What follows belongs to an exercise in optimizing a design on an open flow for small area, a short achievable clock period and few clock cycles per item; a production flow would make more cautious choices.
Function was checked by simulation only, so behaviour that the tests miss may differ from the original.
Power and IR drop assume default switching activity.

Design sdf_deframer, start of the top module:
module sdf_deframer (
    input  wire       clk,
    input  wire       rst,
    input  wire       in_valid,
    input  wire [7:0] in_data,
    output wire       in_ready,
    output wire       out_valid,
    output wire [1:0] out_kind,
    output wire [7:0] out_data,
    output wire       out_last,
    input  wire       out_ready
);
clock: 10.0 ns
lec_check: 0
cap_margin: 20
core_margin: 2
core_utilization: 50
place_density: 0.65
setup_slack_margin: 5
slew_margin: 20
tns_end_percent: 100
standard.sh (not shown) runs the stock make flow with config.mk's settings and CLKGATE_MAP_FILE= SYNTH_SCRIPT=/design/flow/synth_recipe.tcl, a recipe that flattens the netlist after the stock synthesis.
==> flow/flow/run.sh <==
#!/bin/bash
set -euo pipefail
MARGIN=$(cat flow/margin.txt)
bash standard.sh SETUP_SLACK_MARGIN="$MARGIN" finish > flow_make.log 2>&1
==> flow/flow/margin.txt <==
6.8
Testbench counts at the start, summed over its fixed seeds: cycles 33,943, bytes 32,412.
Edit:
- CORE_UTILIZATION: 50 -> 72
- PLACE_DENSITY: 0.65 -> 0.82
Now the flow finished but failed the layout checks on capacitance limit, slew limit.
Hold slack improves by 6.0 ps.
Count of clock-buffer cells in the layout grows by 4.
Routed wire length grows by 26%.
Setup slack degrades by 780 ps.
Edit:
==> flow/flow/run.sh (replaced) <==
#!/bin/bash
set -euo pipefail
MARGIN=$(cat flow/margin.txt)
CTS="-sink_clustering_enable -repair_clock_nets -dont_use_dummy_load $(cat flow/cts_args.txt)"
bash standard.sh SETUP_SLACK_MARGIN="$MARGIN" CTS_ARGS="$CTS" finish > flow_make.log 2>&1
==> flow/flow/cts_args.txt (new file) <==
-sink_clustering_size 30 -sink_clustering_max_diameter 60
- CORE_UTILIZATION: 72 -> 60
- PLACE_DENSITY: 0.82 -> 0.7
What happened:
- Now the flow completed without violations
- area after synthesis stays the same
- count of clock-buffer cells in the layout drops by 158
- die area goes up by about 20%
- sequential share of layout area increases by 1.8 points
- utilization shrinks by 16 points
- cell area shrinks by 2.7%
Edit:
==> flow/flow/run.sh (replaced) <==
#!/bin/bash
set -euo pipefail
MARGIN=$(cat flow/margin.txt)
bash standard.sh SETUP_SLACK_MARGIN="$MARGIN" finish > flow_make.log 2>&1
- CORE_UTILIZATION: 60 -> 65
- PLACE_DENSITY: 0.7 -> 0.75
removed: flow/flow/cts_args.txt
=>
- global-route usage increases by 4.3 points
- core utilization grows by 8.0 points
- maximum frequency increases by about 0.6%
- worst setup slack improved by 22 ps
- design area went up by about 3%
- register-to-register slack gets worse by 60 ps
- sequential power barely changes
- final cell count went up by about 0.8%
- die area is lower by about 8%
- wire length goes up by about 4.5%

---

sdf_deframer again, from the RTL that the note above started with.
Settings: LEC_CHECK=0, CAP_MARGIN=20, CORE_MARGIN=2, CORE_UTILIZATION=65, PLACE_DENSITY=0.75, SETUP_SLACK_MARGIN=5, SLEW_MARGIN=20, TNS_END_PERCENT=100; clock period 10.0 ns.
==> flow/flow/run.sh <==
#!/bin/bash
set -euo pipefail
MARGIN=$(cat flow/margin.txt)
CTS="-sink_clustering_enable -repair_clock_nets -dont_use_dummy_load $(cat flow/cts_args.txt)"
bash standard.sh SETUP_SLACK_MARGIN="$MARGIN" CTS_ARGS="$CTS" finish > flow_make.log 2>&1
==> flow/flow/cts_args.txt <==
-sink_clustering_size 30 -sink_clustering_max_diameter 60
==> flow/flow/margin.txt <==
6.7
The starting point produced a clean layout.
Testbench counts at the start, summed over its fixed seeds: cycles 33,943, bytes 32,412.
Then changed:
==> flow/flow/margin.txt (replaced) <==
6.8
Result:
- The new run finished with timing, DRC and antenna clean
- routed wire length is higher slightly
- hold slack degrades by 4.4 ps
- via count is higher slightly
- final area is higher slightly
- area after synthesis does not change
Then changed:
==> flow/flow/margin.txt (replaced) <==
6.5
=>
- area after synthesis does not change
- core utilization decreases by 2.7 points
- setup slack loses 120 ps
- die area is unchanged
- routed wire length falls by a few percent
- cell area came out lower by a few percent
- sequential share of layout area increases by 2.4 points
- first-iteration DRC count decreases by a little under a tenth

[port drivers added, routing unchanged]
The results above use ideal ports. As a check the final layouts listed here were re-extracted and re-timed, cells and wires unchanged.
Step 1: set_driving_cell puts a clkbuf_16 on clk and a buf_2 on each other input, an assumption about the parent block.
Step 2, shift: input delay + t, output delay - t, t = (earliest + latest rising clock arrival at the registers) / 2. This alone moves slack from input paths to output paths.
a / b / c = ideal / step 1 / step 2; a / b = the first two.
| run | t, ns | slack for setup (ns) | worst setup path after step 2 |
|---|---|---|---|
| the first run of note 1 | 0.963 | 6.377 / 6.285 / 6.401 | input to register |
| the second run of note 1 | 0.985 | 5.596 / 5.596 / 5.596 | register to register |
| the third run of note 1 | 0.879 | 6.420 / 6.338 / 6.279 | input to register |
| the fourth run of note 1 | 0.951 | 6.441 / 6.353 / 6.111 | input to register |
| the first run of note 2 | 0.899 | 6.395 / 6.303 / 6.260 | input to register |
| the second run of note 2 | 0.855 | 6.514 / 6.427 / 6.069 | input to register |
| the third run of note 2 | 0.865 | 6.389 / 6.328 / 6.384 | input to register |
For the second run of note 2, which loses most, drivers alone change the setup slack by -0.087 ns; drivers and shift together by -0.445 ns.
